Background: an optimization exercise with open tools, aiming at small area. Do not read the settings as production practice.
Function was checked by simulation only, so behaviour that the tests miss may differ from the original.
The clock port is modelled as an ideal driver; clocking choices that lean on that would not hold on a real chip.
Power is estimated from default activity; no workload was simulated.

[flow/design.v]
module x10_ctrl (
    input  wire       clk,
    input  wire       load,
    input  wire [2:0] cfg_sel,
    input  wire [2:0] cfg_max,
    input  wire [2:0] cfg_mult,
    input  wire [1:0] cfg_idle,
    input  wire       act_valid,
    input  wire [2:0] act_unit,
    input  wire       act_on,
    input  wire       slow_tick,
    output reg        od_valid,
    output wire [2:0] od_slot,
    output wire [2:0] mux_slot
);
    reg       m3, m4;
    reg [2:0] scan_mult;
    reg [1:0] idle_mode;
    reg [4:1] cam;
    reg       scan;
    reg [3:0] tcnt;
    assign mux_slot = {cam[4], cam[2] | cam[3], cam[1] | cam[3]};
    assign od_slot  = mux_slot;
    wire idle_scan = (idle_mode == 2'd0);
    wire idle_prio = (idle_mode == 2'd1);
    wire       low   = !(cam[4] | cam[3] | cam[2]);           
    wire [4:1] prev_c = {low & m4, cam[4] | (low & m3 & !m4), cam[3] | (low & !m3), cam[2]};
    wire [4:1] next_c = {cam[3] & m4, cam[2] & m3, cam[1],
                         !(cam[1] | cam[2] | cam[3]) | (cam[2] & !m3) | (cam[3] & !m4)};
    wire [2:0] k = act_unit;
    wire [4:1] u_hot = {k == 3'b110, k == 3'b100, k == 3'b111, k == 3'b101};
    wire u_ok  = u_hot[1] | u_hot[2] | (u_hot[3] & m3) | (u_hot[4] & m4);
    wire u5    = (k == 3'b001);
    wire u6    = (k == 3'b011);
    wire hit   = |(u_hot & cam);
    wire a_row  = act_valid & (u_ok | u5 | u6);
    wire a_sel  = act_valid & act_on & u_ok;                      
    wire a_off  = act_valid & !act_on & hit;                      
    wire a_scan = act_valid & act_on & u5;
    wire a_sel0 = act_valid & !act_on & u5;
    wire a_prev = act_valid & act_on & u6;
    wire a_next = act_valid & !act_on & u6;
    wire t_wrap = slow_tick & (tcnt == 4'd0);
    wire pol    = a_off | (t_wrap & !scan);                       
    wire p_scan = pol & idle_scan;
    wire p_prio = pol & idle_prio;
    wire go_nxt = a_next | (t_wrap & scan);
    wire stop   = a_sel | a_sel0 | a_prev | a_next | p_prio;      
    wire start  = a_scan | p_scan;                                
    wire [4:1] nx_cam = a_sel  ? u_hot :
                        a_prev ? prev_c :
                        go_nxt ? next_c :
                        p_prio ? 4'b0001 :
                        a_sel0 ? 4'b0000 : cam;
    wire nx_scan = !stop & (start | scan);
    wire nx_od   = a_prev | go_nxt | (a_sel & !hit) | (a_sel0 & |cam) | (p_prio & !cam[1]);
    wire t_clr   = t_wrap | (a_row & !(scan & !stop));
    wire t_inc   = slow_tick & !t_wrap;
    always @(posedge clk) begin
        if (load) begin
            m3        <= cfg_max[2] | cfg_max[0];
            m4        <= cfg_max[2];
            scan_mult <= cfg_mult;
            idle_mode <= cfg_idle;
            tcnt      <= (cfg_idle == 2'd0) ? {1'b0, cfg_mult} : 4'd12;
            cam       <= (cfg_idle == 2'd1) ? 4'b0001 :
                         {cfg_sel == 3'd4, cfg_sel == 3'd3, cfg_sel == 3'd2, cfg_sel == 3'd1};
            scan      <= (cfg_idle == 2'd0);
            od_valid  <= 1'b1;
        end else begin
            cam       <= nx_cam;
            scan      <= nx_scan;
            if (t_clr | t_inc)
                tcnt  <= t_clr ? (nx_scan ? {1'b0, scan_mult} : 4'd12) : tcnt - 4'd1;
            od_valid  <= nx_od;
        end
    end
endmodule
module x10_core (
    input  wire       clk,
    input  wire       rst,             
    input  wire       cfg_variant_b,
    input  wire [2:0] cfg_sel,
    input  wire [2:0] cfg_max,
    input  wire [2:0] cfg_mult,
    input  wire [3:0] cfg_house,
    input  wire [1:0] cfg_idle,
    input  wire       ev_valid,
    input  wire [1:0] ev_kind,         
    input  wire [7:0] ev_data,
    output wire       ev_ready,
    output wire       tx_valid,
    output wire [7:0] tx_data,
    input  wire       tx_ready,
    output wire       od_valid,
    output wire [2:0] od_slot,
    output wire [2:0] mux_slot,
    output wire       rep_valid,
    output wire [7:0] rep_byte,
    output reg        want_resync
);
    localparam [2:0] M_IDLE  = 3'd0;    
    localparam [2:0] M_MASK  = 3'd1;    
    localparam [2:0] M_PAY   = 3'd2;    
    localparam [2:0] M_DISC  = 3'd3;    
    localparam [2:0] M_TX    = 3'd4;    
    localparam [2:0] M_REP   = 3'd5;    
    localparam [2:0] M_RUN   = 3'd6;    
    localparam [2:0] M_FLUSH = 3'd7;    
    function [3:0] raw_house(input vb, input [3:0] h);
        case ({vb, h})
            5'h00: raw_house = 4'h6; 5'h01: raw_house = 4'hE;
            5'h02: raw_house = 4'h2; 5'h03: raw_house = 4'hA;
            5'h04: raw_house = 4'h1; 5'h05: raw_house = 4'h9;
            5'h06: raw_house = 4'h5; 5'h07: raw_house = 4'hD;
            5'h08: raw_house = 4'h7; 5'h09: raw_house = 4'hF;
            5'h0A: raw_house = 4'h3; 5'h0B: raw_house = 4'hB;
            5'h0C: raw_house = 4'h0; 5'h0D: raw_house = 4'h8;
            5'h0E: raw_house = 4'h4; 5'h0F: raw_house = 4'hC;
            5'h10: raw_house = 4'h6; 5'h11: raw_house = 4'h7;
            5'h12: raw_house = 4'h4; 5'h13: raw_house = 4'h5;
            5'h14: raw_house = 4'h8; 5'h15: raw_house = 4'h9;
            5'h16: raw_house = 4'hA; 5'h17: raw_house = 4'hB;
            5'h18: raw_house = 4'hE; 5'h19: raw_house = 4'hF;
            5'h1A: raw_house = 4'hC; 5'h1B: raw_house = 4'hD;
            5'h1C: raw_house = 4'h0; 5'h1D: raw_house = 4'h1;
            5'h1E: raw_house = 4'h2; default: raw_house = 4'h3;
        endcase
    endfunction
    function [2:0] device_a(input [3:0] raw);
        case (raw)
            4'h6: device_a = 3'b101;
            4'hE: device_a = 3'b111;
            4'h2: device_a = 3'b100;
            4'hA: device_a = 3'b110;
            4'h1: device_a = 3'b001;
            4'h9: device_a = 3'b011;
            default: device_a = 3'b000;
        endcase
    endfunction
    reg       variant_b;
    reg [3:0] house_raw;     
    reg [2:0] mode;
    reg [3:0] cnt;           
    reg [31:0] q;            
    reg [3:0] tl;
    reg [5:0] tk;            
    wire [7:0] q_byte = {q[28], q[24], q[20], q[16], q[12], q[8], q[4], q[0]};
    assign ev_ready = !mode[2];
    wire accept    = ev_valid && !mode[2];
    wire acc_byte  = accept && (ev_kind == 2'd0);
    wire acc_tick  = accept && (ev_kind == 2'd1);
    wire acc_sync  = accept && (ev_kind == 2'd2);
    wire load      = rst || (accept && (ev_kind == 2'd3));
    assign tx_valid = (mode == M_TX);
    assign tx_data  = cnt[3] ? 8'hC3 : (cnt[2:0] == 3'd7) ? 8'h9B : 8'h00;
    assign rep_valid = (mode == M_REP);
    assign rep_byte  = q_byte;
    wire mine = (ev_data[7:4] == house_raw);
    wire       pay_func = q[0];
    wire [3:0] pay_act  = {(mine && pay_func && ev_data[3:1] == 3'b001) ?
                           tl[2:0] : 3'd0, !ev_data[0]};
    wire       b_valid = !ev_data[7] && ev_data[2:0] == 3'd0 && !(ev_data[6] && ev_data[3]);
    wire [3:0] b_act   = {b_valid & !ev_data[6], ev_data[4], b_valid & !ev_data[3], !ev_data[5]};
    wire [3:0] push_act = variant_b ? b_act : pay_act;
    wire b_go = (cnt == 4'd4) && (ev_data == 8'hAD) && (tl != q[31:28]);
    wire tk_wrap   = variant_b ? tk[3] : (tk == 6'b010100);
    wire slow_tick = acc_tick && (!variant_b || tk_wrap);
    wire       act_valid = (mode == M_RUN);
    wire [2:0] act_unit  = q[3:1];
    wire       act_on    = q[0];
    x10_ctrl u_ctrl (
        .clk       (clk),
        .load      (load),
        .cfg_sel   (cfg_sel),
        .cfg_max   (cfg_max),
        .cfg_mult  (cfg_mult),
        .cfg_idle  (cfg_idle),
        .act_valid (act_valid),
        .act_unit  (act_unit),
        .act_on    (act_on),
        .slow_tick (slow_tick),
        .od_valid  (od_valid),
        .od_slot   (od_slot),
        .mux_slot  (mux_slot)
    );
    wire cnt_end = (cnt == 4'd1);
    always @(posedge clk) begin
        if (load) begin
            variant_b   <= cfg_variant_b;
            house_raw   <= raw_house(cfg_variant_b, cfg_house);
            mode        <= M_FLUSH;
            cnt         <= 4'd8;
            tk          <= 6'd0;
            want_resync <= 1'b0;
            tl          <= 4'd0;
        end else begin
            case (mode)
                M_IDLE: if (acc_byte) begin
                    if (!variant_b) begin
                        if (ev_data == 8'h5A) begin
                            mode <= M_TX; cnt <= 4'd9;
                        end else if (ev_data == 8'h00) begin
                            mode <= M_TX; cnt <= 4'd1;
                        end else if (ev_data == 8'hA5) begin
                            mode <= M_TX; cnt <= 4'd7;
                        end else if (ev_data == 8'h55) begin
                        end else if (ev_data <= 8'd9) begin
                            mode <= M_MASK; cnt <= ev_data[3:0];
                        end else begin
                            {q[28], q[24], q[20], q[16], q[12], q[8], q[4], q[0]} <= ev_data;
                            mode <= M_REP; cnt <= 4'd10;
                        end
                    end else begin
                        case (cnt[2:0])
                            3'd0: cnt <= (ev_data == 8'hD5) ? 4'd1 : 4'd0;
                            3'd1: cnt <= (ev_data == 8'hAA) ? 4'd2 : 4'd0;
                            3'd2: cnt <= {!mine, 3'd3};
                            3'd3: begin
                                q   <= {push_act, q[31:4]};
                                cnt <= cnt + 4'd1;
                            end
                            default: begin
                                mode <= b_go ? M_RUN : M_FLUSH;
                                cnt  <= 4'd8;
                                if (b_go) tl <= q[31:28];
                            end
                        endcase
                    end
                end
                M_MASK, M_PAY, M_DISC: if (acc_byte) begin
                    if (mode == M_MASK)
                        {q[28], q[24], q[20], q[16], q[12], q[8], q[4], q[0]} <= ev_data;
                    if (mode == M_PAY) begin
                        q <= {push_act, q[31:4]};
                        if (mine && !pay_func)
                            tl <= {1'b0, device_a(ev_data[3:0])};
                    end
                    if (cnt_end) begin
                        mode <= (mode == M_DISC) ? M_IDLE : M_RUN;
                        cnt  <= 4'd8;
                    end else begin
                        if (mode == M_MASK) mode <= M_PAY;
                        cnt <= cnt - 4'd1;
                    end
                end
                M_TX: if (tx_ready) begin
                    cnt <= cnt - 4'd1;
                    if (cnt[2:0] == 3'd1)
                        mode <= M_IDLE;
                end
                M_REP: mode <= M_DISC;
                default: begin
                    q   <= {4'd0, q[31:4]};
                    cnt <= cnt - 4'd1;
                    if (cnt_end)
                        mode <= M_IDLE;     
                end
            endcase
            if (acc_tick) begin
                if (variant_b) tl <= 4'd0;
                if (tk_wrap) begin
                    tk <= 6'd0;
                    if (!variant_b) want_resync <= 1'b1;
                end else begin
                    tk <= {tk[4:0], !(tk[5] ^ tk[4])};
                end
            end
            if (acc_sync && mode == M_IDLE)
                want_resync <= 1'b0;
        end
    end
endmodule
[flow/flow/run.sh]
#!/bin/bash
# Own layout flow: the standard flow (standard.sh, all ORFS steps) with
#  - the standard synthesis script (synth_recipe.tcl), except that its ABC
#    call uses the area-oriented mapping script flow/area.abc; the registers
#    are mapped before ABC runs, so they are the standard synthesis's
#  - the settings in flow/extra.mk added to the standard flow's config.mk, and
#    flow/leaf_cts.tcl run around clock_tree_synthesis (PRE_CTS_TCL)
# Each tool's full output is in own_flow.log and in ORFS's logs under orfs/.
set -euo pipefail
W=$(pwd)
F="$W/flow"
{
  echo "proc abc {args} { set i [lsearch -exact \$args -script]; if {\$i >= 0} { lset args [expr {\$i + 1}] {$F/area.abc} }; yosys abc {*}\$args }"
  cat "$W/synth_recipe.tcl"
} > "$W/own_synth.tcl"
cp "$W/config.mk" "$W/own_config.mk"
cat "$F/extra.mk" >> "$W/own_config.mk"
echo "export PRE_CTS_TCL = $F/leaf_cts.tcl" >> "$W/own_config.mk"
sed -e "s#SYNTH_SCRIPT=[^ ]*#SYNTH_SCRIPT=$W/own_synth.tcl#" \
    -e "s#DESIGN_CONFIG=[^ ]*#DESIGN_CONFIG=$W/own_config.mk#" \
    "$W/standard.sh" > "$W/own_standard.sh"
bash "$W/own_standard.sh" > "$W/own_flow.log" 2>&1
[flow/flow/area.abc]
strash
&get -n
&deepsyn -I 1 -J 100
&put
strash
&get -n
&st
&dch -f
&nf -a -R 1000
&put
strash
&get -n
&st
&dch -f
&nf -a -R 1000
&put
topo
[flow/flow/extra.mk]
# Appended to the standard flow's config.mk by run.sh.
# Port buffers: the smallest buffer (the outputs drive 0.01 pF).
export BUFFER_PORTS_ARGS = -buffer_cell sky130_fd_sc_hd__buf_1
# Clock tree: clkbuf_8 buffers, no dummy loads.
export CTS_ARGS = -sink_clustering_enable -repair_clock_nets -buf_list sky130_fd_sc_hd__clkbuf_8 -dont_use_dummy_load
# After CTS, leaf buffers whose flip-flops keep a clock slew under 110 ps
# are made clkbuf_4 (flow/leaf_cts.tcl, set as PRE_CTS_TCL by run.sh).
export MCTS_SMALL = sky130_fd_sc_hd__clkbuf_4
export MCTS_SLEW = 0.110
[flow/flow/leaf_cts.tcl]
# PRE_CTS_TCL: after the standard clock_tree_synthesis, each leaf clock
# buffer is tried one size smaller (MCTS_SMALL) and kept so only while the
# worst clock-pin slew of its flip-flops stays under MCTS_SLEW (ns), as
# estimated from placement.
if {[info commands orig_clock_tree_synthesis] == ""} {
  rename clock_tree_synthesis orig_clock_tree_synthesis
}
proc clock_tree_synthesis {args} {
  orig_clock_tree_synthesis {*}$args
  set_propagated_clock [all_clocks]
  estimate_parasitics -placement
  set small [[ord::get_db] findMaster $::env(MCTS_SMALL)]
  set limit $::env(MCTS_SLEW)
  foreach inst [[ord::get_db_block] getInsts] {
    set name [$inst getName]
    if {![string match "clkbuf_*" $name] || $name == "clkbuf_0_clk"} { continue }
    set big [$inst getMaster]
    $inst swapMaster $small
    estimate_parasitics -placement
    set worst 0
    foreach it [[[$inst findITerm X] getNet] getITerms] {
      if {[$it isInputSignal] || [[$it getMTerm] getName] == "CLK"} {
        set p [get_pins [$it getName /]]
        set s [get_property $p slew_max]
        if {$s > $worst} { set worst $s }
      }
    }
    if {$worst > $limit} {
      $inst swapMaster $big
      puts "leaf CTS: $name kept [$big getName] ($worst ns)"
    } else {
      puts "leaf CTS: $name now $::env(MCTS_SMALL) ($worst ns)"
    }
  }
  estimate_parasitics -placement
}
[flow/standard.sh]
#!/bin/bash
# synth_recipe.tcl (not shown) runs the flow's synth.tcl, then flattens the netlist and writes it again
# the make line also repeats each setting of config.mk as NAME=value (left out here)
make -C /OpenROAD-flow-scripts/flow DESIGN_CONFIG=/design/flow/config.mk WORK_HOME=/design/flow/orfs CLKGATE_MAP_FILE= SYNTH_SCRIPT=/design/flow/synth_recipe.tcl "${@:-finish}"
[flow/config.mk]
export PLATFORM = sky130hd
export DESIGN_NAME = x10_core
export DESIGN_NICKNAME = x10_core
export VERILOG_FILES = /design/flow/design.v
export SDC_FILE = /design/flow/constraint.sdc
export NUM_CORES = 4
export LEC_CHECK = 0
export CAP_MARGIN = 20
export CORE_MARGIN = 2
export CORE_UTILIZATION = 40
export SLEW_MARGIN = 20
[flow/constraint.sdc]
create_clock -name core_clock -period 10.0 [get_ports {clk}]
set_input_delay 2.0000 -clock core_clock [delete_from_list [all_inputs] [get_ports {clk}]]
set_output_delay 2.0000 -clock core_clock [all_outputs]
set_load 0.01 [all_outputs]
==> impl_results.html, run 1 <==
<table>
<tr><th>Metric</th><th>Value</th></tr>
<tr><th colspan="2">Outcome</th></tr>
<tr><td>Result of the run</td><td>finished clean</td></tr>
<tr><th colspan="2">Critical path</th></tr>
<tr><td>FF-to-FF End</td><td>u_ctrl.tcnt[2]</td></tr>
<tr><td>Critical path data arrival time</td><td>4.63 ns</td></tr>
<tr><td>Type of element launching the critical path</td><td>primary input</td></tr>
<tr><td>Biggest fanout along the worst timing path</td><td>6</td></tr>
<tr><td>Number of cell instances on the worst register-to-register path</td><td>14</td></tr>
<tr><td>Worst R2R Start</td><td>mode[2]</td></tr>
<tr><td>Register-to-register path setup slack</td><td>6.65 ns</td></tr>
<tr><td>Crit path required time</td><td>10.05 ns</td></tr>
<tr><td>Critical path endpoint category</td><td>flop</td></tr>
<tr><td>Start-to-end type of the worst setup path</td><td>primary input to flop</td></tr>
<tr><th colspan="2">Routing</th></tr>
<tr><td>Average routed wire per standard cell</td><td>roughly 15 microns</td></tr>
<tr><td>Met3 wirelength from detailed routing</td><td>384 microns</td></tr>
<tr><td>Final routed DRC violation total</td><td>0</td></tr>
<tr><td>Post-route antenna net violation count</td><td>0</td></tr>
<tr><td>Post-detailed-routing wire length</td><td>~8100 microns</td></tr>
<tr><td>Via count of the routed design</td><td>2901</td></tr>
<tr><td>Number of search-and-repair iterations in the first detailed-routing pass</td><td>4</td></tr>
<tr><td>Length of routed met2 wiring</td><td>approximately 3600 microns</td></tr>
<tr><td>Routed length on met1</td><td>3920 microns</td></tr>
<tr><td>Via density</td><td>5.55</td></tr>
<tr><td>DR iter-0 viols</td><td>186</td></tr>
<tr><td>Highest metal used</td><td>met4</td></tr>
<tr><th colspan="2">Die</th></tr>
<tr><td>Vert. Die Dim</td><td>101 microns</td></tr>
<tr><td>Initial cell density of the core</td><td>about two fifths</td></tr>
<tr><td>Top-Level Pins</td><td>57</td></tr>
<tr><td>Floorplan core area</td><td>between 9000 and 10000 sq um</td></tr>
<tr><td>Placement Rows</td><td>35</td></tr>
<tr><td>Die footprint</td><td>10200 sq um</td></tr>
<tr><td>Width of the chip</td><td>101 microns</td></tr>
<tr><th colspan="2">Yosys</th></tr>
<tr><td>Synth cell types</td><td>between 40 and 50</td></tr>
<tr><td>Synthesized area per cell</td><td>10.4 sq um</td></tr>
<tr><td>Ys async rst share</td><td>0%</td></tr>
<tr><td>Number of enable-type register cells in the synthesized netlist</td><td>52</td></tr>
<tr><td>Seq/Total Area, Yosys</td><td>a little over 50%</td></tr>
<tr><td>Commonest register cell after synthesis</td><td>edfxtp_1</td></tr>
<tr><td>Instance count of the mapped netlist</td><td>364</td></tr>
<tr><td>Synth Cell Area</td><td>3770 sq um</td></tr>
<tr><td>Number of synthesized register bits</td><td>72</td></tr>
<tr><td>Ys Warns</td><td>2</td></tr>
<tr><th colspan="2">Clocking</th></tr>
<tr><td>Skew-Pair Late Insertion Delay</td><td>0.35 ns</td></tr>
<tr><td>Number of setup buffers added after CTS</td><td>0</td></tr>
<tr><td>Total CTS buffers</td><td>9</td></tr>
<tr><td>CTS tree</td><td>built</td></tr>
<tr><td>Clock Sinks</td><td>72</td></tr>
<tr><td>Clock input transition at the sequential cells of the worst setup and hold paths</td><td>roughly 0.10 ns</td></tr>
<tr><td>Post-CTS resize count</td><td>0</td></tr>
<tr><td>CTS Hold Buffers Added</td><td>0</td></tr>
<tr><th colspan="2">Global routing</th></tr>
<tr><td>GRT Util Overall</td><td>16.5%</td></tr>
<tr><td>Initial antenna violation count</td><td>0</td></tr>
<tr><td>Pin count of the biggest net entering global routing</td><td>26</td></tr>
<tr><td>Via count of the first global-routing pass</td><td>approximately 2800</td></tr>
<tr><td>Wire length of the first global-routing pass</td><td>13100 microns</td></tr>
<tr><td>Total gr overflow</td><td>0</td></tr>
<tr><th colspan="2">Hold path</th></tr>
<tr><td>Hold depth</td><td>0</td></tr>
<tr><td>WHS Endpoint</td><td>q[15]</td></tr>
<tr><td>Kind of path behind the tightest hold check</td><td>flop to flop</td></tr>
<tr><td>Hold_sp</td><td>q[19]</td></tr>
<tr><th colspan="2">Placement</th></tr>
<tr><td>Input/output buffers</td><td>between 50 and 60</td></tr>
<tr><td>Weighted congestion at the end of routability-driven global placement</td><td>between 0.9 and 1</td></tr>
<tr><td>Detailed placer's ending HPWL</td><td>5930 microns</td></tr>
<tr><th colspan="2">STA</th></tr>
<tr><td>Final period demand of the worst path</td><td>4.57 ns</td></tr>
<tr><td>Final slew viol count</td><td>0</td></tr>
<tr><td>Maximum clock skew at final layout</td><td>~0.034 ns</td></tr>
<tr><td>Transition time at the pin with the least slew margin</td><td>0.792 ns</td></tr>
<tr><td>Setup repair after global routing missed its margin</td><td>false</td></tr>
<tr><td>Setup-violating endpoint count in the final report</td><td>0</td></tr>
<tr><td>Headroom to the max-slew limit</td><td>47.1%</td></tr>
<tr><td>Final-layout setup total negative slack</td><td>0 ns</td></tr>
<tr><td>Tightest hold margin</td><td>0.394 ns</td></tr>
<tr><td>Final worst path period share</td><td>45.7%</td></tr>
<tr><td>Final count of hold timing violations</td><td>0</td></tr>
<tr><td>Maximum achievable frequency</td><td>219 MHz</td></tr>
<tr><th colspan="2">Finish</th></tr>
<tr><td>Number of nets in the final layout</td><td>454</td></tr>
<tr><td>Layout cell share with drive strength beyond 1</td><td>3.40%</td></tr>
<tr><td>Layout overhead on the synthesized area</td><td>8.58%</td></tr>
<tr><td>Count of inserted antenna diode cells</td><td>0</td></tr>
<tr><th colspan="2">Flow run</th></tr>
<tr><td>Max Cap Violations</td><td>0</td></tr>
<tr><th colspan="2">Pwr</th></tr>
<tr><td>Leak pwr</td><td>approximately 1.4 nW</td></tr>
<tr><td>Power density cells</td><td>around 230 nW/um^2</td></tr>
<tr><td>Worst vdd rail ir drop</td><td>0.112 mV</td></tr>
</table>
-- cells in the final DEF, fill, tap and decap left out, types with 8 or more instances in the layout --
cell and n:
o21ai_0 27, buf_1 53, dfxtp_1 20, a21oi_1 23
nor2b_1 9, a22o_1 8, nor2_1 29, mux2_1 8
nand2_1 30, clkinv_1 17, nand3_1 12, edfxtp_1 52
nor3_1 20, xnor2_1 11, ha_1 10
-- state kept, by name, indices dropped and copies added (netlist names), 2 cells and up --
signal and flops:
cnt 4, house_raw 4, mode 3, q 32, tk 6, tl 4, u_ctrl.cam 4, u_ctrl.idle_mode 2
u_ctrl.scan_mult 3, u_ctrl.tcnt 4
-- cells in the mapped netlist (all sizes together) (2+ instances only) --
cell	number	share of area [%]
a221o	2	0.53
nand3b	4	0.80
o21ai	27	3.6
and2	3	0.50
nor3	20	2.7
a211oi	4	0.80
nor2b	9	1.5
a22oi	3	0.60
o211ai	3	0.60
mux2	8	2.4
a221oi	2	0.46
and3	2	0.33
ha	10	3.3
nand2b	6	0.99
xnor2	11	2.6
nand4	2	0.33
nor2	30	3.0
clkinv	17	1.7
o31ai	2	0.40
buf	18	3.6
nor3b	2	0.40
a32o	2	0.53
nand3	12	1.6
a22o	8	1.9
edfxtp	52	41
or2	5	0.83
nand2	30	3.0
a31oi	4	0.66
mux2i	3	0.80
dfxtp	20	11
a21oi	23	3.0
nor4	2	0.33
a311oi	2	0.46
-- how the worst max path moves through the flow --
stage,startpoint,end,slack (ns)
2_1_floorplan,ev_valid,q[10],5.01
3_3_place_gp,ev_valid,u_ctrl.tcnt[2],5.21
3_5_place_dp,ev_valid,u_ctrl.tcnt[2],5.15
4_1_cts,ev_valid,u_ctrl.tcnt[2],5.50
5_1_grt,ev_valid,u_ctrl.tcnt[2],5.13
6_report,ev_valid,u_ctrl.tcnt[2],5.43
-- final cells by class --
type | instances | area [sq um]
sequential | 72 | 1960
tap | 111 | 139
inverter | 17 | 63.8
fill | 918 | 5100
clock buffer | 9 | 86.3
multi-input combinational | 258 | 1630
timing repair buffer | 56 | 221
-- per-stage QoR --
stage               cell area, sq um  instances  setup slack [ns]  utilization, %  total power [mW]
floorplan                       3780        365              5.01               -             0.728
global placement                4010        514              5.21            43.6             0.791
detailed placement              4010        514              5.15            43.6             0.799
CTS                             4090        523              5.50            44.5             0.947
global route                    4100        523              5.13            44.6              1.00
finish                          4100        523              5.43            44.6             0.937
-- logic make-up after synthesis --
logic type / after synthesis / synth area share, %
simple gates: 129 / 16.7
mux: 12 / 3.78
flops: 72 / 52.0
xor+xnor: 11 / 2.55
compound gates: 94 / 16.3
buf+inv: 35 / 5.27
fa+ha+maj: 10 / 3.31
other cells: 1 / 0.0993
-- power by group --
part | internal, mW | total (mW) | leakage, nW | switching (mW)
logic | 0.114 | 0.282 | 0.638 | 0.168
clock network | 0.0551 | 0.147 | 0.0492 | 0.0916
registers | 0.440 | 0.508 | 0.670 | 0.0685
total | 0.609 | 0.937 | 1.36 | 0.328
-- worst max-delay path: stages --
cell	delay (ns)
buf_1	0.10
nor2b_1	0.33
nand2_1	0.12
a21oi_1	0.17
nand2_1	0.08
nor3_1	0.45
a2bb2oi_1	0.13
nor2_1	0.14
nand2_1	0.09
nand2_1	0.09
a21oi_1	0.08
a21oi_1	0.30
nor2_1	0.12
nor2_1	0.27
a222oi_1	0.15
-- metal layers --
metal,up-vias,track usage (%)
met3,13,4.00
met1,1376,21.8
li1,1438,-
met2,74,26.4
met4,0,5.93
met5,-,0
==> run 2, diff against run 1 <==
--- a/flow/flow/extra.mk
+++ b/flow/flow/extra.mk
@@ -7,3 +7,6 @@
 # are made clkbuf_4 (flow/leaf_cts.tcl, set as PRE_CTS_TCL by run.sh).
 export MCTS_SMALL = sky130_fd_sc_hd__clkbuf_4
 export MCTS_SLEW = 0.110
+# No half/full-adder cell extraction: ABC maps the few small counters with
+# the rest of the logic, which comes out smaller.
+export ADDER_MAP_FILE =
==> run 2 against run 1 <==
  * First-iteration DRC count is 4.3% higher
  * Synthesized cell count shrank 0.55%
  * Critical endpoint is now tl[1]
  * Power increased by 8.1%
  * Non-clock buffer count unchanged
  * Setup slack better by 0.18 ns
  * Sequential share of layout area is 1.5 points higher
  * Cell area decreased by 3.1%
  * Via count is 0.62% higher
  * Worst hold slack better by 0.0029 ns
  * Wire length shrank 0.56%
  * Flip-flop and latch count unchanged
  * Register-to-register slack worse by 0.43 ns
  * Highest routed layer unchanged
  * Largest power group unchanged
==> impl_results.html, run 2 <==
<table>
<tr><th>Metric</th><th>Value</th></tr>
<tr><th colspan="2">Yosys</th></tr>
<tr><td>Ranking of synthesized cells by instance count</td><td>52 x edfxtp_1, 38 x nand2_1, 38 x nor2_1, 27 x o21ai_0, 23 x a21oi_1</td></tr>
<tr><td>Commonest register cell after synthesis</td><td>edfxtp_1</td></tr>
<tr><td>Post-synthesis cell type with the largest combined area</td><td>edfxtp_1</td></tr>
<tr><td>Synth Cell Area</td><td>3650 sq um (-3.4%)</td></tr>
<tr><td>Instance count of the mapped netlist</td><td>362 (-0.55%)</td></tr>
<tr><td>Fraction of the mapped netlist area in simple logic gates</td><td>18.5% (+1.8 points)</td></tr>
<tr><td>Largest family of logic cells by synthesized area</td><td>simple AND/OR/NAND/NOR gates</td></tr>
<tr><td>Synth cell types</td><td>44 (-10%)</td></tr>
<tr><td>Multiplexer area fraction after synthesis</td><td>2.47% (-1.3 points)</td></tr>
<tr><td>Cell types with the largest area share after synthesis</td><td>edfxtp_1 43%, dfxtp_1 11%, nand2_1 3.9%</td></tr>
<tr><td>Ys async rst share</td><td>0% (unchanged)</td></tr>
<tr><td>Ys Warns</td><td>2 (unchanged)</td></tr>
<tr><td>Most repeated cell in the gate-level netlist after synthesis</td><td>edfxtp_1</td></tr>
<tr><td>Number of enable-type register cells in the synthesized netlist</td><td>52 (unchanged)</td></tr>
<tr><td>Seq/Total Area, Yosys</td><td>53.8% (+1.8 points)</td></tr>
<tr><td>Fraction of post-synthesis cell area in the top cell type by area</td><td>42.8% (+1.5 points)</td></tr>
<tr><td>Synthesized-area fraction occupied by xor and xnor cells</td><td>3.36% (+0.81 points)</td></tr>
<tr><td>Number of synthesized register bits</td><td>72 (unchanged)</td></tr>
<tr><td>Post-synthesis adder-cell area fraction</td><td>0% (-3.3 points)</td></tr>
<tr><td>Synthesized area per cell</td><td>10.1 sq um (-2.9%)</td></tr>
<tr><td>Fraction of the mapped netlist area in compound gates</td><td>16.8% (+0.51 points)</td></tr>
<tr><th colspan="2">Routing</th></tr>
<tr><td>Met3 wirelength from detailed routing</td><td>489 microns (+27%)</td></tr>
<tr><td>Length of routed met2 wiring</td><td>3750 microns (+3.0%)</td></tr>
<tr><td>DR iter-0 viols</td><td>194 (+4.3%)</td></tr>
<tr><td>Number of search-and-repair iterations in the first detailed-routing pass</td><td>4 (unchanged)</td></tr>
<tr><td>Via density</td><td>5.64 (+1.6%)</td></tr>
<tr><td>Average routed wire per standard cell</td><td>15.5 microns (+0.40%)</td></tr>
<tr><td>Final routed DRC violation total</td><td>0 (unchanged)</td></tr>
<tr><td>Via count of the routed design</td><td>2919 (+0.62%)</td></tr>
<tr><td>Highest metal used</td><td>met4</td></tr>
<tr><td>Post-route antenna net violation count</td><td>0 (unchanged)</td></tr>
<tr><td>Post-detailed-routing wire length</td><td>8030 microns (-0.56%)</td></tr>
<tr><td>Routed length on met1</td><td>3640 microns (-7.2%)</td></tr>
<tr><th colspan="2">Hold path</th></tr>
<tr><td>Hold_sp</td><td>q[9]</td></tr>
<tr><td>Hold depth</td><td>0 (unchanged)</td></tr>
<tr><td>WHS Endpoint</td><td>q[5]</td></tr>
<tr><td>Kind of path behind the tightest hold check</td><td>flop to flop</td></tr>
<tr><th colspan="2">STA</th></tr>
<tr><td>Final worst path period share</td><td>43.9% (-1.8 points)</td></tr>
<tr><td>Headroom to the max-slew limit</td><td>47.9% (+0.83 points)</td></tr>
<tr><td>Final slew viol count</td><td>0 (unchanged)</td></tr>
<tr><td>Transition time at the pin with the least slew margin</td><td>0.776 ns (-0.0164 ns)</td></tr>
<tr><td>Maximum achievable frequency</td><td>228 MHz (+4.1%)</td></tr>
<tr><td>Setup-violating endpoint count in the final report</td><td>0 (unchanged)</td></tr>
<tr><td>Maximum clock skew at final layout</td><td>0.0334 ns (-0.000559 ns)</td></tr>
<tr><td>Tightest hold margin</td><td>0.397 ns (+0.00292 ns)</td></tr>
<tr><td>Final period demand of the worst path</td><td>4.39 ns (-0.179 ns)</td></tr>
<tr><td>Final count of hold timing violations</td><td>0 (unchanged)</td></tr>
<tr><td>Final-layout setup total negative slack</td><td>0 ns (unchanged)</td></tr>
<tr><td>Setup repair after global routing missed its margin</td><td>false</td></tr>
<tr><th colspan="2">Global routing</th></tr>
<tr><td>Initial antenna violation count</td><td>0 (unchanged)</td></tr>
<tr><td>Pin count of the biggest net entering global routing</td><td>24 (-7.7%)</td></tr>
<tr><td>Via count of the first global-routing pass</td><td>2740 (-2.1%)</td></tr>
<tr><td>Total gr overflow</td><td>0 (unchanged)</td></tr>
<tr><td>GRT Util Overall</td><td>16.8% (+0.31 points)</td></tr>
<tr><td>Wire length of the first global-routing pass</td><td>13200 microns (+0.37%)</td></tr>
<tr><th colspan="2">Clocking</th></tr>
<tr><td>Post-CTS resize count</td><td>0 (unchanged)</td></tr>
<tr><td>Clock Sinks</td><td>72 (unchanged)</td></tr>
<tr><td>Clock input transition at the sequential cells of the worst setup and hold paths</td><td>0.10 ns (about the same)</td></tr>
<tr><td>CTS Hold Buffers Added</td><td>0 (unchanged)</td></tr>
<tr><td>CTS tree</td><td>built</td></tr>
<tr><td>Number of setup buffers added after CTS</td><td>0 (unchanged)</td></tr>
<tr><td>Skew-Pair Late Insertion Delay</td><td>0.35 ns (about the same)</td></tr>
<tr><td>Total CTS buffers</td><td>9 (unchanged)</td></tr>
<tr><th colspan="2">Finish</th></tr>
<tr><td>Layout overhead on the synthesized area</td><td>8.96%</td></tr>
<tr><td>Number of nets in the final layout</td><td>442 (-2.6%)</td></tr>
<tr><td>Top library cells by usage in the layout, fill and taps aside</td><td>53 x buf_1, 52 x edfxtp_1, 38 x nand2_1</td></tr>
<tr><td>Register containing the most flip-flops in the final layout</td><td>q</td></tr>
<tr><td>Commonest non-fill, non-tap cell in the layout</td><td>buf_1</td></tr>
<tr><td>Registers with the most flip-flops</td><td>q (32), tk (6)</td></tr>
<tr><td>Flip-flop count of the largest register after layout</td><td>32 (unchanged)</td></tr>
<tr><td>Layout cell share with drive strength beyond 1</td><td>3.66% (+0.26 points)</td></tr>
<tr><td>Count of inserted antenna diode cells</td><td>0 (unchanged)</td></tr>
<tr><td>Final core utilization</td><td>45.3% (+0.76 points)</td></tr>
<tr><th colspan="2">Pwr</th></tr>
<tr><td>Share of total power in sequential cells</td><td>55.7% (+1.5 points)</td></tr>
<tr><td>Switching share of total power</td><td>36.8% (+1.7 points)</td></tr>
<tr><td>Relative contribution of combinational cells to total power</td><td>29.8% (-0.3 points)</td></tr>
<tr><td>Power dissipated by switching net loads</td><td>0.373 mW (+13%)</td></tr>
<tr><td>Worst vdd rail ir drop</td><td>0.123 mV (+9.4%)</td></tr>
<tr><td>Cell Int Power</td><td>0.641 mW (+5.3%)</td></tr>
<tr><td>Power density cells</td><td>255 nW/um^2 (+12%)</td></tr>
<tr><td>Leak pwr</td><td>1.30 nW (-4.1%)</td></tr>
<tr><td>Part of the total power dissipated in the clock network</td><td>14.6% (-1.1 points)</td></tr>
<tr><th colspan="2">Critical path</th></tr>
<tr><td>Biggest fanout along the worst timing path</td><td>23 (+17)</td></tr>
<tr><td>CP startpoint</td><td>ev_kind[0]</td></tr>
<tr><td>Worst R2R Start</td><td>mode[2]</td></tr>
<tr><td>FF-to-FF End</td><td>tl[1]</td></tr>
<tr><td>Start-to-end type of the worst setup path</td><td>primary input to flop</td></tr>
<tr><td>Critical path data arrival time</td><td>4.65 ns (+0.02 ns)</td></tr>
<tr><td>Crit path required time</td><td>10.26 ns (+0.21 ns)</td></tr>
<tr><td>Register-to-register path setup slack</td><td>6.22 ns (-0.43 ns)</td></tr>
<tr><td>Number of cell instances on the worst register-to-register path</td><td>9 (-5)</td></tr>
<tr><td>Type of element launching the critical path</td><td>primary input</td></tr>
<tr><td>Critical path endpoint category</td><td>flop</td></tr>
<tr><th colspan="2">Die</th></tr>
<tr><td>Top-Level Pins</td><td>57 (unchanged)</td></tr>
<tr><td>Placement Rows</td><td>34 (-2.9%)</td></tr>
<tr><td>Initial cell density of the core</td><td>41.6% (+0.56 points)</td></tr>
<tr><td>Floorplan core area</td><td>8760 sq um (-4.7%)</td></tr>
<tr><td>Vert. Die Dim</td><td>99.5 microns (-1.7%)</td></tr>
<tr><td>Die footprint</td><td>9890 sq um (-3.3%)</td></tr>
<tr><td>Width of the chip</td><td>99.5 microns (-1.7%)</td></tr>
<tr><th colspan="2">Outcome</th></tr>
<tr><td>Result of the run</td><td>finished clean</td></tr>
<tr><th colspan="2">Placement</th></tr>
<tr><td>Weighted congestion at the end of routability-driven global placement</td><td>0.931 (+1.7%)</td></tr>
<tr><td>Detailed placer's ending HPWL</td><td>5790 microns (-2.3%)</td></tr>
<tr><td>Input/output buffers</td><td>53 (unchanged)</td></tr>
<tr><th colspan="2">Flow run</th></tr>
<tr><td>Max Cap Violations</td><td>0 (unchanged)</td></tr>
</table>
==> run 2: cell count changes after synthesis, moves of 5 or more <==
cell	before	now
ha_1	10	0
nand2_1	30	38
nor2_1	30	38
nor3_1	20	12
xor2_1	0	7
or3_1	0	6
clkinv_1	17	12
==> run 2: cells by family after synthesis <==
family | Yosys count
flops | 72
buf+inv | 30
mux | 7
xor+xnor | 14
compound gates | 96
other cells | 1
simple gates | 142
==> run 2: how the worst max path moves through the flow <==
stage | endpoint | slack [ns]
2_1_floorplan | q[10] | 4.85
3_3_place_gp | q[12] | 4.88
3_5_place_dp | tl[1] | 5.17
4_1_cts | tl[1] | 5.55
5_1_grt | tl[1] | 5.17
6_report | tl[1] | 5.61
==> run 2: final cells by class <==
type / instances / area (sq um)
inverters: 12 / 45.0
fillers: 850 / 4790
repair buffers: 56 / 229
clock buffers: 9 / 86.3
flip-flops and latches: 72 / 1960
well taps: 108 / 135
multi-input cells: 261 / 1520
==> run 2: critical path: stages <==
cell,delay (ns)
buf_1,0.08
and3_1,0.21
a21oi_1,0.15
buf_4,0.22
clkinv_1,0.64
nor4_1,0.89
nor2_1,0.19
a21oi_1,0.19
nand2_1,0.06
==> run 2: per-layer routing <==
layer	vias to the layer above	GRT usage [%]
li1	1434	-
met1	1368	21.7
met2	101	26.6
met3	16	4.99
met4	0	6.43
met5	-	0
==> run 2: metrics by stage <==
step	setup slack (ns)	std cells	total power [mW]	cell area (sq um)
2_1_floorplan	4.85	363	0.782	3650
3_3_place_gp	4.88	507	0.852	3860
3_5_place_dp	5.17	509	0.872	3890
4_1_cts	5.55	518	1.02	3970
5_1_grt	5.17	518	1.08	3970
6_report	5.61	518	1.01	3970
==> run 2: power groups by stage <==
stage	logic, mW	registers (mW)	clock network (mW)
final	0.302	0.564	0.148
after global routing	0.339	0.578	0.165
after CTS	0.305	0.562	0.156
after detailed placement	0.303	0.569	0
after global placement	0.286	0.566	0
after floorplan	0.244	0.538	0
==> run 3, diff against run 2 <==
--- a/flow/design.v
+++ b/flow/design.v
@@ -16,23 +16,24 @@
     reg       m3, m4;
     reg [2:0] scan_mult;
     reg [1:0] idle_mode;
-    reg [4:1] cam;
+    reg [2:0] cam;
     reg       scan;
     reg [3:0] tcnt;
-    assign mux_slot = {cam[4], cam[2] | cam[3], cam[1] | cam[3]};
+    assign mux_slot = cam;
     assign od_slot  = mux_slot;
     wire idle_scan = (idle_mode == 2'd0);
     wire idle_prio = (idle_mode == 2'd1);
-    wire       low   = !(cam[4] | cam[3] | cam[2]);           
-    wire [4:1] prev_c = {low & m4, cam[4] | (low & m3 & !m4), cam[3] | (low & !m3), cam[2]};
-    wire [4:1] next_c = {cam[3] & m4, cam[2] & m3, cam[1],
-                         !(cam[1] | cam[2] | cam[3]) | (cam[2] & !m3) | (cam[3] & !m4)};
+    wire [2:0] max_c  = {m4, !m4, m3 & !m4};
+    wire       at_max = cam[2] | (cam[1] & (!m3 | (cam[0] & !m4)));    
+    wire [2:0] prev_c = (cam[2:1] == 2'b00) ? max_c : cam - 3'd1;
+    wire [2:0] next_c = at_max ? 3'd1 : cam + 3'd1;
     wire [2:0] k = act_unit;
     wire [4:1] u_hot = {k == 3'b110, k == 3'b100, k == 3'b111, k == 3'b101};
+    wire [2:0] u_bin = {u_hot[4], u_hot[2] | u_hot[3], u_hot[1] | u_hot[3]};
     wire u_ok  = u_hot[1] | u_hot[2] | (u_hot[3] & m3) | (u_hot[4] & m4);
     wire u5    = (k == 3'b001);
     wire u6    = (k == 3'b011);
-    wire hit   = |(u_hot & cam);
+    wire hit   = (|u_hot) & (u_bin == cam);
     wire a_row  = act_valid & (u_ok | u5 | u6);
     wire a_sel  = act_valid & act_on & u_ok;                      
     wire a_off  = act_valid & !act_on & hit;                      
@@ -47,13 +48,13 @@
     wire go_nxt = a_next | (t_wrap & scan);
     wire stop   = a_sel | a_sel0 | a_prev | a_next | p_prio;      
     wire start  = a_scan | p_scan;                                
-    wire [4:1] nx_cam = a_sel  ? u_hot :
+    wire [2:0] nx_cam = a_sel  ? u_bin :
                         a_prev ? prev_c :
                         go_nxt ? next_c :
-                        p_prio ? 4'b0001 :
-                        a_sel0 ? 4'b0000 : cam;
+                        p_prio ? 3'd1 :
+                        a_sel0 ? 3'd0 : cam;
     wire nx_scan = !stop & (start | scan);
-    wire nx_od   = a_prev | go_nxt | (a_sel & !hit) | (a_sel0 & |cam) | (p_prio & !cam[1]);
+    wire nx_od   = a_prev | go_nxt | (a_sel & !hit) | (a_sel0 & |cam) | (p_prio & (cam != 3'd1));
     wire t_clr   = t_wrap | (a_row & !(scan & !stop));
     wire t_inc   = slow_tick & !t_wrap;
     always @(posedge clk) begin
@@ -63,8 +64,7 @@
             scan_mult <= cfg_mult;
             idle_mode <= cfg_idle;
             tcnt      <= (cfg_idle == 2'd0) ? {1'b0, cfg_mult} : 4'd12;
-            cam       <= (cfg_idle == 2'd1) ? 4'b0001 :
-                         {cfg_sel == 3'd4, cfg_sel == 3'd3, cfg_sel == 3'd2, cfg_sel == 3'd1};
+            cam       <= (cfg_idle == 2'd1) ? 3'd1 : cfg_sel;
             scan      <= (cfg_idle == 2'd0);
             od_valid  <= 1'b1;
         end else begin
==> run 3 against run 2 <==
  * Non-clock buffer count shrank 2
  * Critical path type unchanged
  * Synthesized cell count increased by 0.83%
  * Core utilization shrank 0.29 points
  * Highest routed layer unchanged
  * Global-route usage decreased by 0.62 points
  * Critical path depth grew 3
  * Flip-flop and latch count decreased by 1
  * Worst hold slack improved by 0.016 ns
  * Register-to-register slack better by 0.10 ns
  * Cell count grew 0.39%
  * Power down 17%
  * Cell area shrank 0.63%
  * Setup slack worse by 0.41 ns
==> impl_results.html, run 3 <==
<table>
<tr><th>Metric</th><th>Value</th></tr>
<tr><th colspan="2">Die</th></tr>
<tr><td>Initial cell density of the core</td><td>41.5% (-0.10 points)</td></tr>
<tr><td>Top-Level Pins</td><td>57 (unchanged)</td></tr>
<tr><td>Vert. Die Dim</td><td>99.4 microns (-0.12%)</td></tr>
<tr><td>Width of the chip</td><td>99.4 microns (-0.12%)</td></tr>
<tr><td>Floorplan core area</td><td>8760 sq um (unchanged)</td></tr>
<tr><td>Die footprint</td><td>9870 sq um (-0.23%)</td></tr>
<tr><td>Placement Rows</td><td>34 (unchanged)</td></tr>
<tr><th colspan="2">Pwr</th></tr>
<tr><td>Switching share of total power</td><td>34.5% (-2.3 points)</td></tr>
<tr><td>Power density cells</td><td>212 nW/um^2 (-17%)</td></tr>
<tr><td>Part of the total power dissipated in the clock network</td><td>16.0% (+1.4 points)</td></tr>
<tr><td>Total Power Consumption</td><td>0.839 mW (-17%)</td></tr>
<tr><td>Power dissipated by switching net loads</td><td>0.289 mW (-22%)</td></tr>
<tr><td>Relative contribution of combinational cells to total power</td><td>27.1% (-2.7 points)</td></tr>
<tr><td>Cell Int Power</td><td>0.549 mW (-14%)</td></tr>
<tr><td>Share of total power in sequential cells</td><td>56.8% (+1.1 points)</td></tr>
<tr><td>Worst vdd rail ir drop</td><td>0.110 mV (-11%)</td></tr>
<tr><td>Leak pwr</td><td>1.26 nW (-3.3%)</td></tr>
<tr><th colspan="2">Placement</th></tr>
<tr><td>Weighted congestion at the end of routability-driven global placement</td><td>0.877 (-5.8%)</td></tr>
<tr><td>Pre-CTS WS</td><td>4.60 ns (-0.569 ns)</td></tr>
<tr><td>Input/output buffers</td><td>53 (unchanged)</td></tr>
<tr><td>Detailed placer's ending HPWL</td><td>5650 microns (-2.5%)</td></tr>
<tr><th colspan="2">Finish</th></tr>
<tr><td>Count of inserted antenna diode cells</td><td>0 (unchanged)</td></tr>
<tr><td>Commonest non-fill, non-tap cell in the layout</td><td>buf_1</td></tr>
<tr><td>Number of nets in the final layout</td><td>444 (+0.45%)</td></tr>
<tr><td>Layout overhead on the synthesized area</td><td>8.53%</td></tr>
<tr><td>Registers with the most flip-flops</td><td>q (32), tk (6)</td></tr>
<tr><td>Layout filler cell count</td><td>849 (-0.12%)</td></tr>
<tr><td>Final core utilization</td><td>45.0% (-0.29 points)</td></tr>
<tr><td>Layout cell share with drive strength beyond 1</td><td>2.91% (-0.75 points)</td></tr>
<tr><td>Register containing the most flip-flops in the final layout</td><td>q</td></tr>
<tr><td>Flip-flop count of the largest register after layout</td><td>32 (unchanged)</td></tr>
<tr><td>Top library cells by usage in the layout, fill and taps aside</td><td>53 x buf_1, 51 x edfxtp_1, 44 x nor2_1</td></tr>
<tr><th colspan="2">Outcome</th></tr>
<tr><td>Result of the run</td><td>finished clean</td></tr>
<tr><th colspan="2">STA</th></tr>
<tr><td>Maximum achievable frequency</td><td>208 MHz (-8.4%)</td></tr>
<tr><td>Final worst path period share</td><td>48.0% (+4.1 points)</td></tr>
<tr><td>Final slew viol count</td><td>0 (unchanged)</td></tr>
<tr><td>Final count of hold timing violations</td><td>0 (unchanged)</td></tr>
<tr><td>Final worst setup slack</td><td>5.20 ns (-0.405 ns)</td></tr>
<tr><td>Maximum clock skew at final layout</td><td>0.0255 ns (-0.00783 ns)</td></tr>
<tr><td>Setup-violating endpoint count in the final report</td><td>0 (unchanged)</td></tr>
<tr><td>Headroom to the max-slew limit</td><td>42.2% (-5.7 points)</td></tr>
<tr><td>Transition time at the pin with the least slew margin</td><td>0.864 ns (+0.0886 ns)</td></tr>
<tr><td>Final period demand of the worst path</td><td>4.80 ns (+0.405 ns)</td></tr>
<tr><td>Final-layout setup total negative slack</td><td>0 ns (unchanged)</td></tr>
<tr><td>Setup repair after global routing missed its margin</td><td>false</td></tr>
<tr><th colspan="2">Routing</th></tr>
<tr><td>Highest metal used</td><td>met4</td></tr>
<tr><td>Met3 wirelength from detailed routing</td><td>423 microns (-13%)</td></tr>
<tr><td>Post-route antenna net violation count</td><td>0 (unchanged)</td></tr>
<tr><td>Routed length on met1</td><td>3400 microns (-6.5%)</td></tr>
<tr><td>Via count of the routed design</td><td>2894 (-0.86%)</td></tr>
<tr><td>Average routed wire per standard cell</td><td>14.9 microns (-3.7%)</td></tr>
<tr><td>Number of search-and-repair iterations in the first detailed-routing pass</td><td>4 (unchanged)</td></tr>
<tr><td>Length of routed met2 wiring</td><td>3880 microns (+3.6%)</td></tr>
<tr><td>Final routed DRC violation total</td><td>0 (unchanged)</td></tr>
<tr><td>DR iter-0 viols</td><td>150 (-23%)</td></tr>
<tr><td>Post-detailed-routing wire length</td><td>7770 microns (-3.3%)</td></tr>
<tr><td>Via density</td><td>5.57 (-1.2%)</td></tr>
<tr><th colspan="2">Yosys</th></tr>
<tr><td>Commonest register cell after synthesis</td><td>edfxtp_1</td></tr>
<tr><td>Number of synthesized register bits</td><td>71 (-1.4%)</td></tr>
<tr><td>Synth Cell Area</td><td>3640 sq um (-0.24%)</td></tr>
<tr><td>Ys async rst share</td><td>0% (unchanged)</td></tr>
<tr><td>Cell types with the largest area share after synthesis</td><td>edfxtp_1 42%, dfxtp_1 11%, nor2_1 4.6%</td></tr>
<tr><td>Most repeated cell in the gate-level netlist after synthesis</td><td>edfxtp_1</td></tr>
<tr><td>Instance count of the mapped netlist</td><td>365 (+0.83%)</td></tr>
<tr><td>Synth cell types</td><td>46 (+4.5%)</td></tr>
<tr><td>Synthesized area per cell</td><td>9.97 sq um (-1.1%)</td></tr>
<tr><td>Post-synthesis cell type with the largest combined area</td><td>edfxtp_1</td></tr>
<tr><td>Ranking of synthesized cells by instance count</td><td>51 x edfxtp_1, 45 x nor2_1, 43 x nand2_1, 27 x o21ai_0, 24 x a21oi_1</td></tr>
<tr><td>Fraction of post-synthesis cell area in the top cell type by area</td><td>42.1% (-0.72 points)</td></tr>
<tr><td>Number of enable-type register cells in the synthesized netlist</td><td>51 (-1.9%)</td></tr>
<tr><td>Ys Warns</td><td>2 (unchanged)</td></tr>
<tr><td>Seq/Total Area, Yosys</td><td>53.1% (-0.70 points)</td></tr>
<tr><th colspan="2">Hold path</th></tr>
<tr><td>WHS Endpoint</td><td>q[3]</td></tr>
<tr><td>Hold depth</td><td>0 (unchanged)</td></tr>
<tr><td>Kind of path behind the tightest hold check</td><td>flop to flop</td></tr>
<tr><td>Hold_sp</td><td>q[7]</td></tr>
<tr><th colspan="2">Critical path</th></tr>
<tr><td>Number of cell instances on the worst register-to-register path</td><td>11 (+2)</td></tr>
<tr><td>Critical path data arrival time</td><td>5.02 ns (+0.37 ns)</td></tr>
<tr><td>Start-to-end type of the worst setup path</td><td>primary input to flop</td></tr>
<tr><td>Crit path required time</td><td>10.23 ns (-0.03 ns)</td></tr>
<tr><td>Biggest fanout along the worst timing path</td><td>20 (-13%)</td></tr>
<tr><td>Register-to-register path setup slack</td><td>6.32 ns (+0.10 ns)</td></tr>
<tr><td>Worst R2R Start</td><td>mode[2]</td></tr>
<tr><td>FF-to-FF End</td><td>tl[1]</td></tr>
<tr><td>Critical path endpoint category</td><td>flop</td></tr>
<tr><td>Type of element launching the critical path</td><td>primary input</td></tr>
<tr><th colspan="2">Clocking</th></tr>
<tr><td>Clock input transition at the sequential cells of the worst setup and hold paths</td><td>0.09 ns (about the same)</td></tr>
<tr><td>CTS tree</td><td>built</td></tr>
<tr><td>Number of setup buffers added after CTS</td><td>0 (unchanged)</td></tr>
<tr><td>Post-CTS resize count</td><td>0 (unchanged)</td></tr>
<tr><td>Clock Sinks</td><td>71 (-1.4%)</td></tr>
<tr><td>Skew-Pair Late Insertion Delay</td><td>0.34 ns (about the same)</td></tr>
<tr><td>CTS Hold Buffers Added</td><td>0 (unchanged)</td></tr>
<tr><td>Total CTS buffers</td><td>9 (unchanged)</td></tr>
<tr><th colspan="2">Global routing</th></tr>
<tr><td>Wire length of the first global-routing pass</td><td>12800 microns (-3.3%)</td></tr>
<tr><td>Via count of the first global-routing pass</td><td>2678 (-2.3%)</td></tr>
<tr><td>GRT Util Overall</td><td>16.1% (-0.62 points)</td></tr>
<tr><td>Initial antenna violation count</td><td>0 (unchanged)</td></tr>
<tr><td>Pin count of the biggest net entering global routing</td><td>25 (+4.2%)</td></tr>
<tr><td>Total gr overflow</td><td>0 (unchanged)</td></tr>
<tr><th colspan="2">Flow run</th></tr>
<tr><td>Max Cap Violations</td><td>0 (unchanged)</td></tr>
</table>
## run 3: changes by cell type after synthesis, sizes merged, moves of 5 or more
cell    before  now
nor3        12   18
nor2        38   45
a31oi        5    0
xor2         7    1
nand2       38   43
xnor2        7   14
nand2b       7    0
nand3       14    6
## run 3: final cells by class
cell class	instances	area, sq um	area share, %
repair buffers	54	206	5.23
inverters	11	41.3	1.05
multi-input cells	267	1550	39.3
clock buffers	9	80.1	2.03
flip-flops and latches	71	1930	48.9
well taps	108	135	3.42
## run 3: critical path: stages
cell	delay (ns)
buf_1	0.06
nor2b_1	0.13
and2_0	0.24
a21oi_1	0.17
buf_4	0.22
clkinv_1	0.59
a21oi_1	0.39
clkinv_1	0.10
nor3_1	0.51
or2_0	0.20
nor2_1	0.09
a221o_1	0.32
## run 3: metal layers
metal	GRT usage, %	up-vias
met1	20.1	1371
li1	-	1441
met5	0	-
met4	3.90	0
met2	27.8	76
met3	4.57	6
## run 3: worst max-delay path by stage
stage                     startpoint  endpoint  depth (start not counted)
after CTS                   ev_valid      q[2]                          9
after floorplan             ev_valid     q[10]                          7
after global placement      ev_valid     q[12]                          9
final                       ev_valid     tl[1]                         12
after detailed placement    ev_valid      q[6]                          9
after global routing        ev_valid     tl[1]                         12
## run 3: cell families (layout without fill, tap and decap cells)
kind of cell    after synthesis  count (layout)  synth area share, %
simple gates                155             155                 20.6
compound gates               86              86                 15.2
flops                        71              71                 53.1
buf+inv                      28              74                 4.64
xor+xnor                     15              15                 3.61
mux                           9               9                 2.68
other cells                   1               2                0.103
## run 3: through the flow
stage | hold slack [ns] | cell area, sq um | std cells
finish | 0.413 | 3950 | 520
global route | 0.436 | 3950 | 520
CTS | 0.417 | 3940 | 520
detailed placement | 0.405 | 3860 | 511
global placement | 0.405 | 3860 | 511
floorplan | 0.400 | 3640 | 366
## run 3: power groups by stage
stage	Combinational (mW)	Clock (mW)	Sequential, mW
6_report	0.228	0.135	0.476
5_1_grt	0.257	0.153	0.488
4_1_cts	0.227	0.141	0.477
3_5_place_dp	0.225	0	0.483
3_3_place_gp	0.221	0	0.482
2_1_floorplan	0.187	0	0.463
==> run 4, diff against run 3 <==
==> flow/flow/area.abc (replaced) <==
strash
&get -n
&deepsyn -I 2 -J 100
&put
strash
&get -n
&st
&dch -f
&nf -a -R 1000
&put
strash
&get -n
&st
&dch -f
&nf -a -R 1000
&put
topo
==> run 4 against run 3 <==
  * Register-to-register slack worse by 0.22 ns
  * Via count fell by 1.3%
  * Count of clock-buffer cells in the layout is the same
  * Power decreased by 4.9%
  * Non-clock buffer count increased by 2
  * Area after synthesis fell by 1.9%
  * Cell count decreased by 1.3%
  * Still clean on timing, DRC and antenna
  * Largest cell class unchanged
==> impl_results.html, run 4 <==
<table>
<tr><th>Metric</th><th>Value</th></tr>
<tr><th colspan="2">Placement</th></tr>
<tr><td>Detailed placer's ending HPWL</td><td>5750 microns (+1.9%)</td></tr>
<tr><td>Input/output buffers</td><td>53 (unchanged)</td></tr>
<tr><td>Weighted congestion at the end of routability-driven global placement</td><td>0.898 (+2.4%)</td></tr>
<tr><th colspan="2">STA</th></tr>
<tr><td>Headroom to the max-slew limit</td><td>29.9% (-12 points)</td></tr>
<tr><td>Setup repair after global routing missed its margin</td><td>false</td></tr>
<tr><td>Final-layout setup total negative slack</td><td>0 ns (unchanged)</td></tr>
<tr><td>Transition time at the pin with the least slew margin</td><td>1.05 ns (+0.187 ns)</td></tr>
<tr><td>Final count of hold timing violations</td><td>0 (unchanged)</td></tr>
<tr><td>Maximum achievable frequency</td><td>214 MHz (+2.9%)</td></tr>
<tr><td>Final worst path period share</td><td>46.6% (-1.4 points)</td></tr>
<tr><td>Maximum clock skew at final layout</td><td>0.0279 ns (+0.00233 ns)</td></tr>
<tr><td>Setup-violating endpoint count in the final report</td><td>0 (unchanged)</td></tr>
<tr><td>Final slew viol count</td><td>0 (unchanged)</td></tr>
<tr><td>Final period demand of the worst path</td><td>4.66 ns (-0.136 ns)</td></tr>
<tr><th colspan="2">Yosys</th></tr>
<tr><td>Synthesized-area fraction occupied by xor and xnor cells</td><td>3.68% (+0.071 points)</td></tr>
<tr><td>Instance count of the mapped netlist</td><td>356 (-2.5%)</td></tr>
<tr><td>Fraction of post-synthesis cell area in the top cell type by area</td><td>42.9% (+0.83 points)</td></tr>
<tr><td>Largest family of logic cells by synthesized area</td><td>simple AND/OR/NAND/NOR gates</td></tr>
<tr><td>Ys async rst share</td><td>0% (unchanged)</td></tr>
<tr><td>Post-synthesis cell type with the largest combined area</td><td>edfxtp_1</td></tr>
<tr><td>Commonest register cell after synthesis</td><td>edfxtp_1</td></tr>
<tr><td>Synth cell types</td><td>42 (-8.7%)</td></tr>
<tr><td>Seq/Total Area, Yosys</td><td>54.2% (+1.0 points)</td></tr>
<tr><td>Fraction of the mapped netlist area in simple logic gates</td><td>19.5% (-1.2 points)</td></tr>
<tr><td>Ranking of synthesized cells by instance count</td><td>51 x edfxtp_1, 42 x nand2_1, 40 x nor2_1, 26 x a21oi_1, 25 x o21ai_0</td></tr>
<tr><td>Fraction of the mapped netlist area in compound gates</td><td>15.5% (+0.26 points)</td></tr>
<tr><td>Multiplexer area fraction after synthesis</td><td>2.49% (-0.19 points)</td></tr>
<tr><td>Number of synthesized register bits</td><td>71 (unchanged)</td></tr>
<tr><td>Ys Warns</td><td>2 (unchanged)</td></tr>
<tr><td>Synthesized area per cell</td><td>10.0 sq um (+0.55%)</td></tr>
<tr><td>Most repeated cell in the gate-level netlist after synthesis</td><td>edfxtp_1</td></tr>
<tr><td>Post-synthesis adder-cell area fraction</td><td>0% (unchanged)</td></tr>
<tr><td>Synth Cell Area</td><td>3570 sq um (-1.9%)</td></tr>
<tr><td>Number of enable-type register cells in the synthesized netlist</td><td>51 (unchanged)</td></tr>
<tr><td>Cell types with the largest area share after synthesis</td><td>edfxtp_1 43%, dfxtp_1 11%, nand2_1 4.4%</td></tr>
<tr><th colspan="2">Critical path</th></tr>
<tr><td>FF-to-FF End</td><td>q[29]</td></tr>
<tr><td>Type of element launching the critical path</td><td>primary input</td></tr>
<tr><td>Capture point of the critical path</td><td>q[29]</td></tr>
<tr><td>CP startpoint</td><td>ev_kind[0]</td></tr>
<tr><td>Worst R2R Start</td><td>mode[2]</td></tr>
<tr><td>Critical path data arrival time</td><td>4.61 ns (-0.41 ns)</td></tr>
<tr><td>Start-to-end type of the worst setup path</td><td>primary input to flop</td></tr>
<tr><td>Biggest fanout along the worst timing path</td><td>24 (+20%)</td></tr>
<tr><td>Crit path required time</td><td>9.94 ns (-0.29 ns)</td></tr>
<tr><td>Critical path endpoint category</td><td>flop</td></tr>
<tr><td>Number of cell instances on the worst register-to-register path</td><td>7 (-4)</td></tr>
<tr><td>Register-to-register path setup slack</td><td>6.10 ns (-0.22 ns)</td></tr>
<tr><th colspan="2">Finish</th></tr>
<tr><td>Layout overhead on the synthesized area</td><td>8.94%</td></tr>
<tr><td>Registers with the most flip-flops</td><td>q (32), tk (6)</td></tr>
<tr><td>Top library cells by usage in the layout, fill and taps aside</td><td>53 x buf_1, 51 x edfxtp_1, 42 x nand2_1</td></tr>
<tr><td>Layout filler cell count</td><td>869 (+2.4%)</td></tr>
<tr><td>Register containing the most flip-flops in the final layout</td><td>q</td></tr>
<tr><td>Count of inserted antenna diode cells</td><td>0 (unchanged)</td></tr>
<tr><td>Flip-flop count of the largest register after layout</td><td>32 (unchanged)</td></tr>
<tr><td>Layout cell share with drive strength beyond 1</td><td>2.96% (+0.050 points)</td></tr>
<tr><td>Commonest non-fill, non-tap cell in the layout</td><td>buf_1</td></tr>
<tr><td>Number of nets in the final layout</td><td>437 (-1.6%)</td></tr>
<tr><th colspan="2">Pwr</th></tr>
<tr><td>Leak pwr</td><td>1.30 nW (+3.4%)</td></tr>
<tr><td>Worst vdd rail ir drop</td><td>0.0946 mV (-14%)</td></tr>
<tr><td>Power density cells</td><td>205 nW/um^2 (-3.4%)</td></tr>
<tr><td>Total Power Consumption</td><td>0.798 mW (-4.9%)</td></tr>
<tr><th colspan="2">Global routing</th></tr>
<tr><td>Total gr overflow</td><td>0 (unchanged)</td></tr>
<tr><td>Pin count of the biggest net entering global routing</td><td>25 (unchanged)</td></tr>
<tr><td>Via count of the first global-routing pass</td><td>2688 (+0.37%)</td></tr>
<tr><td>GRT Util Overall</td><td>16.9% (+0.76 points)</td></tr>
<tr><td>Wire length of the first global-routing pass</td><td>13000 microns (+1.9%)</td></tr>
<tr><td>Initial antenna violation count</td><td>0 (unchanged)</td></tr>
<tr><th colspan="2">Clocking</th></tr>
<tr><td>CTS tree</td><td>built</td></tr>
<tr><td>CTS Hold Buffers Added</td><td>0 (unchanged)</td></tr>
<tr><td>Number of setup buffers added after CTS</td><td>0 (unchanged)</td></tr>
<tr><td>Total CTS buffers</td><td>9 (unchanged)</td></tr>
<tr><td>Post-CTS resize count</td><td>0 (unchanged)</td></tr>
<tr><td>Skew-Pair Late Insertion Delay</td><td>0.34 ns (about the same)</td></tr>
<tr><td>Clock Sinks</td><td>71 (unchanged)</td></tr>
<tr><td>Clock input transition at the sequential cells of the worst setup and hold paths</td><td>0.10 ns (about the same)</td></tr>
<tr><th colspan="2">Flow run</th></tr>
<tr><td>Max Cap Violations</td><td>0 (unchanged)</td></tr>
<tr><th colspan="2">Routing</th></tr>
<tr><td>Average routed wire per standard cell</td><td>15.4 microns (+3.4%)</td></tr>
<tr><td>Via density</td><td>5.57 (about the same)</td></tr>
<tr><td>Post-detailed-routing wire length</td><td>7920 microns (+2.0%)</td></tr>
<tr><td>DR iter-0 viols</td><td>163 (+8.7%)</td></tr>
<tr><td>Post-route antenna net violation count</td><td>0 (unchanged)</td></tr>
<tr><td>Via count of the routed design</td><td>2856 (-1.3%)</td></tr>
<tr><td>Final routed DRC violation total</td><td>0 (unchanged)</td></tr>
<tr><td>Number of search-and-repair iterations in the first detailed-routing pass</td><td>4 (unchanged)</td></tr>
<tr><th colspan="2">Die</th></tr>
<tr><td>Width of the chip</td><td>98.4 microns (-0.93%)</td></tr>
<tr><td>Die footprint</td><td>9690 sq um (-1.8%)</td></tr>
<tr><td>Top-Level Pins</td><td>57 (unchanged)</td></tr>
<tr><td>Initial cell density of the core</td><td>41.1% (-0.40 points)</td></tr>
<tr><td>Floorplan core area</td><td>8680 sq um (-0.97%)</td></tr>
<tr><td>Placement Rows</td><td>34 (unchanged)</td></tr>
<tr><td>Vert. Die Dim</td><td>98.4 microns (-0.93%)</td></tr>
<tr><th colspan="2">Hold path</th></tr>
<tr><td>Kind of path behind the tightest hold check</td><td>flop to flop</td></tr>
<tr><th colspan="2">Outcome</th></tr>
<tr><td>Result of the run</td><td>finished clean</td></tr>
</table>
==> run 4: power by group <==
part / total, mW / switching [mW] / internal (mW)
Clock: 0.143 / 0.0878 / 0.0551
Sequential: 0.460 / 0.0577 / 0.402
Combinational: 0.195 / 0.121 / 0.0738
Total: 0.798 / 0.267 / 0.531
==> run 4: area by class of cell <==
cell class	count	area, sq um	area share, %
repair buffers	56	221	5.70
multi-input cells	259	1470	37.9
inverters	10	37.5	0.966
well taps	108	135	3.48
flip-flops and latches	71	1930	49.7
clock buffers	9	86.3	2.22
==> run 4: routing by layer <==
layer / up-vias / wire length [microns] / global-route usage [%]
li1: 1407 / - / -
met1: 1341 / 3530 / 21.1
met2: 99 / 3860 / 28.7
met3: 9 / 422 / 4.96
met4: 0 / 106 / 4.85
met5: - / 0 / 0
==> run 4: how the worst min path moves through the flow <==
stage	start	to	slack, ns	depth (start not counted)
after floorplan	q[14]	q[10]	0.40	0
after global placement	q[25]	q[21]	0.40	0
after detailed placement	q[7]	q[3]	0.41	0
after CTS	q[27]	q[23]	0.39	0
after global routing	q[27]	q[23]	0.39	0
final	q[27]	q[23]	0.39	0
==> run 4: kinds of logic after synthesis <==
logic type | count (synthesis)
simple gates | 145
compound gates | 89
flops | 71
buf+inv | 27
xor+xnor | 15
mux | 8
other cells | 1
==> run 4: critical path, cell delays in order <==
cell and delay [ns]:
buf_1 0.09, and3_1 0.25, a21oi_1 0.16, buf_4 0.21, clkinv_1 0.59, a21oi_1 0.40, and3_1 0.90
==> run 4: stage by stage <==
step	setup slack, ns	hold slack, ns	std cells	cell area [sq um]	util (%)
floorplan	4.97	0.400	357	3570	-
finish	5.34	0.394	513	3890	44.8
global placement	4.99	0.403	504	3800	43.8
detailed placement	4.91	0.405	504	3800	43.8
CTS	5.27	0.390	513	3890	44.8
global route	5.07	0.392	513	3890	44.8

[static timing again, ports no longer ideal]
How much do the figures lean on ideal ports? The routed layouts below were timed once more, with nothing changed but the port constraints. Step 1: set_driving_cell puts a clkbuf_16 on clk and a buf_2 on each other input, an assumption about the parent block. Step 2 also shifts input and output timing later by t, the mid clock arrival at the registers, as if the neighbouring blocks saw the same clock. Slacks: ideal ports / drivers / drivers and shift; pairs: ideal ports / drivers.
run | t (ns) | setup slack, ns | cell pins on the clock port's net
run 1 | 0.368 | 5.427 / 5.432 / 5.064 | 1
run 2 | 0.366 | 5.606 / 5.609 / 5.242 | 1
run 3 | 0.358 | 5.201 / 5.209 / 4.852 | 1
run 4 | 0.362 | 5.337 / 5.348 / 4.985 | 1
After both steps setup and hold are still met in every run listed. For run 2, which loses most, drivers alone change the setup slack by +0.003 ns; drivers and shift together by -0.364 ns.
